Background: an optimization exercise with open tools, aiming at small area, a short achievable clock period and few clock cycles. Do not read the settings as production practice. The RTL was checked by simulation tests, not by an equivalence proof against the original design. No activity file was given, so power comes from the tool's default toggle rates.

==> module c2mux_addr_enc, before the edit <==
module c2mux_addr_enc (
    input  wire        clk,
    input  wire        rst,
    input  wire        start,
    input  wire [63:0] id,
    input  wire [3:0]  idlen,
    input  wire [7:0]  subid,
    input  wire        mcast,
    output reg         busy,
    output reg         done,
    output wire [47:0] addr,
    output wire        addr_valid,
    output wire [2:0]  cfgerr
);
    function [5:0] info;
        input [7:0] c;
        input       pad;
        begin
            info = pad ? 6'b111011 : {c[6], c[4:0]};
        end
    endfunction
    function [5:0] conv;
        input [5:0] h;
        begin
            conv = h[5] ? ({1'b0, h[4:0]} + 6'd9) : {2'b00, h[3:0]};
        end
    endfunction
    function valid_char;
        input [7:0] c;
        begin
            valid_char = (c[7:4] == 4'h3 && c[3:0] <= 4'd9) ||
                         (c[7:6] == 2'b01 && c[4:0] != 5'd0 && c[4:0] <= 5'd26);
        end
    endfunction
    reg [7:0] bad_q;
    reg       sub_q;
    reg       len_q;
    integer   k;
    always @(posedge clk) begin
        for (k = 0; k < 8; k = k + 1)
            bad_q[k] <= k < idlen && !valid_char(id[8*k +: 8]);
        sub_q <= subid[7:4] != 4'd0;
        len_q <= idlen > 4'd8;
    end
    wire [1:0] chk = sub_q ? 2'd1 : len_q ? 2'd3 : (|bad_q) ? 2'd2 : 2'd0;
    reg [5:0] ring [0:6];
    reg [5:0] c;
    reg [2:0] kc;           
    reg [2:0] pc;           
    reg [3:0] sub_r;
    reg       mc_r;
    reg [1:0] err_r;
    reg       ok_r;
    wire [5:0]  h    = ring[0];
    wire ts0;
    wire tc0;
    wire ts1;
    wire tc1;
    wire ts2;
    wire tc2;
    wire ts3;
    wire tc3;
    wire ts4;
    wire tc4;
    wire ts5;
    wire tc5;
    wire ts6;
    wire tc6;
    wire [11:0] tr1;
    wire [11:0] tr2;
    assign ts0 = h[0] ^ h[3];
    assign tc0 = h[0] & h[3];
    assign ts1 = h[0] ^ h[2];
    assign tc1 = h[0] & h[2];
    assign ts2 = h[1] ^ h[3] ^ c[3];
    assign tc2 = (h[1] & h[3]) | (h[1] & c[3]) | (h[3] & c[3]);
    assign ts3 = h[2] ^ h[4] ^ c[4];
    assign tc3 = (h[2] & h[4]) | (h[2] & c[4]) | (h[4] & c[4]);
    assign ts4 = h[5] ^ c[5] ^ ts0;
    assign tc4 = (h[5] & c[5]) | (h[5] & ts0) | (c[5] & ts0);
    assign ts5 = h[1] ^ h[4] ^ tc0;
    assign tc5 = (h[1] & h[4]) | (h[1] & tc0) | (h[4] & tc0);
    assign ts6 = h[2] ^ h[5];
    assign tc6 = h[2] & h[5];
    assign tr1 = {1'b0, h[5], h[4], h[3], ts6, tc4, tc3, tc2, tc1, c[2], h[1], h[0]};
    assign tr2 = {1'b0, 1'b0, 1'b0, tc6, tc5, ts5, ts4, ts3, ts2, ts1, c[1], c[0]};
    wire [11:0] t    = tr1 + tr2;
    wire        md_a = kc < pc;
    wire        md_b = kc == pc;
    wire [5:0]  out  = md_a ? t[5:0] : (md_b ? c : h);
    wire        fin  = kc == 3'd6 && pc == 3'd7;
    integer j;
    always @(posedge clk) begin
        for (j = 0; j < 6; j = j + 1)
            ring[j] <= busy ? ring[j+1] : info(id[8*(6-j) +: 8], (6 - j) >= idlen);
        ring[6] <= busy ? out : info(id[7:0], idlen == 4'd0);
        if (!busy)
            c <= conv(info(id[63:56], idlen < 4'd8));
        else if (md_a)
            c <= t[11:6];
        else if (md_b)
            c <= conv(h);
        kc <= (!busy || kc == 3'd6) ? 3'd0 : kc + 3'd1;
        if (!busy)
            pc <= 3'd0;
        else if (kc == 3'd6)
            pc <= pc + 3'd1;
        if (!busy) begin
            sub_r <= subid[3:0];
            mc_r  <= mcast;
        end
        if (busy && kc == 3'd0 && pc == 3'd0) begin
            err_r <= chk;
            ok_r  <= chk == 2'd0;
        end
        if (rst) begin
            busy <= 1'b0;
            done <= 1'b0;
        end else begin
            done <= busy && fin;
            busy <= busy ? !fin : start;
        end
    end
    assign addr = {ring[6][5:4], sub_r, 1'b1, mc_r, ring[6][3:0], ring[5],
                   ring[4], ring[3], ring[2], ring[1], ring[0]};
    assign addr_valid = ok_r;
    assign cfgerr     = {1'b0, err_r};
endmodule
Settings: LEC_CHECK=0, CAP_MARGIN=20, CORE_MARGIN=2, CORE_UTILIZATION=70, CTS_BUF_LIST=sky130_fd_sc_hd__clkbuf_16, CTS_CLUSTER_DIAMETER=100, CTS_CLUSTER_SIZE=25, SLEW_MARGIN=20, SYNTH_HIERARCHICAL=1, SYNTH_MINIMUM_KEEP_SIZE=0; clock period 10.0 ns.
standard.sh (not shown) runs the stock make flow with config.mk's settings and CLKGATE_MAP_FILE= SYNTH_SCRIPT=/design/flow/synth_recipe.tcl, a recipe that flattens the netlist after the stock synthesis.
==> flow/flow/run.sh <==
#!/bin/bash
# Layout flow: the standard ORFS flow (standard.sh), with two changes to
# how the layout is made:
#  - ports are buffered with sky130_fd_sc_hd__buf_1 instead of the default
#    delay cell chosen by buffer_ports (still one buffer on every port);
#  - timing repair aims for more setup slack than the 10 ns clock needs.
# The clock period, SDC, synthesis, floorplan, power grid and tap cells are
# the standard flow's own. Each tool's output goes to the ORFS logs under orfs/logs and
# to flow.log here.
set -uo pipefail
bash standard.sh \
  BUFFER_PORTS_ARGS="-buffer_cell sky130_fd_sc_hd__buf_1" \
  SETUP_SLACK_MARGIN=6.8 \
  finish > flow.log 2>&1
st=$?
mkdir -p logs
cp -r orfs/logs/. logs/ 2>/dev/null || true
exit $st
Testbench counts at the start, summed over its fixed seeds: cycles 10,328.
Rerun with:
--- a/flow/design.v
+++ b/flow/design.v
@@ -50,43 +50,16 @@
     reg [3:0] sub_r;
     reg       mc_r;
     reg [1:0] err_r;
     reg       ok_r;
     wire [5:0]  h    = ring[0];
-    wire ts0;
-    wire tc0;
-    wire ts1;
-    wire tc1;
-    wire ts2;
-    wire tc2;
-    wire ts3;
-    wire tc3;
-    wire ts4;
-    wire tc4;
-    wire ts5;
-    wire tc5;
-    wire ts6;
-    wire tc6;
-    wire [11:0] tr1;
-    wire [11:0] tr2;
-    assign ts0 = h[0] ^ h[3];
-    assign tc0 = h[0] & h[3];
-    assign ts1 = h[0] ^ h[2];
-    assign tc1 = h[0] & h[2];
-    assign ts2 = h[1] ^ h[3] ^ c[3];
-    assign tc2 = (h[1] & h[3]) | (h[1] & c[3]) | (h[3] & c[3]);
-    assign ts3 = h[2] ^ h[4] ^ c[4];
-    assign tc3 = (h[2] & h[4]) | (h[2] & c[4]) | (h[4] & c[4]);
-    assign ts4 = h[5] ^ c[5] ^ ts0;
-    assign tc4 = (h[5] & c[5]) | (h[5] & ts0) | (c[5] & ts0);
-    assign ts5 = h[1] ^ h[4] ^ tc0;
-    assign tc5 = (h[1] & h[4]) | (h[1] & tc0) | (h[4] & tc0);
-    assign ts6 = h[2] ^ h[5];
-    assign tc6 = h[2] & h[5];
-    assign tr1 = {1'b0, h[5], h[4], h[3], ts6, tc4, tc3, tc2, tc1, c[2], h[1], h[0]};
-    assign tr2 = {1'b0, 1'b0, 1'b0, tc6, tc5, ts5, ts4, ts3, ts2, ts1, c[1], c[0]};
-    wire [11:0] t    = tr1 + tr2;
+    wire [8:0]  h5   = {3'd0, h} + {1'd0, h, 2'd0};
+    wire [11:0] a37  = {h, 5'd0} + {3'd0, h5};
+    wire [6:0]  tl   = {1'b0, a37[5:0]} + {1'b0, c};
+    wire [5:0]  ahi  = a37[11:6];
+    wire [5:0]  ahi1 = ahi + 6'd1;
+    wire [11:0] t    = {tl[6] ? ahi1 : ahi, tl[5:0]};
     wire        md_a = kc < pc;
     wire        md_b = kc == pc;
     wire [5:0]  out  = md_a ? t[5:0] : (md_b ? c : h);
     wire        fin  = kc == 3'd6 && pc == 3'd7;
     integer j;
What happened: Flip-flop and latch count does not change. Routed wire length rises by 4.0%. Worst hold slack is worse by 0.016 ns. Total power is higher by 3.1%. Maximum frequency grows by 0.52%. Global-route usage climbs by 0.68 points. Cell area rose by 1.6%.
Testbench counts after the change, summed over its fixed seeds: cycles 10,328.

## separate check: timing with driven ports
Ports are ideal in the flow. The routed layouts listed here were re-timed in OpenROAD. Step 1 sets driving cells, clkbuf_16 on the clock port and buf_2 on the other inputs (assumed; they add their load-dependent delay and slew). Step 2 times the ports against the registers' clock, not the clock port: input delays grow and output delays shrink by t, the midpoint of the rising clock arrivals with the driver on. Slacks: no drivers / after step 1 / after step 2; pairs: no drivers / after step 1.
run	t (ns)	slack for setup (ns)	slew at the worst register clock pin (ns)	worst data-port slew with drivers (ns)	cell pins on the clock port's net
the first run	0.532	6.841 / 6.810 / 6.525	0.10 / 0.10	0.06	1
the second run	0.532	6.857 / 6.809 / 6.479	0.10 / 0.10	0.07	1
After both steps every run listed still meets setup and hold. For the second run, which loses most, drivers alone change the setup slack by -0.048 ns; drivers and shift together by -0.378 ns.
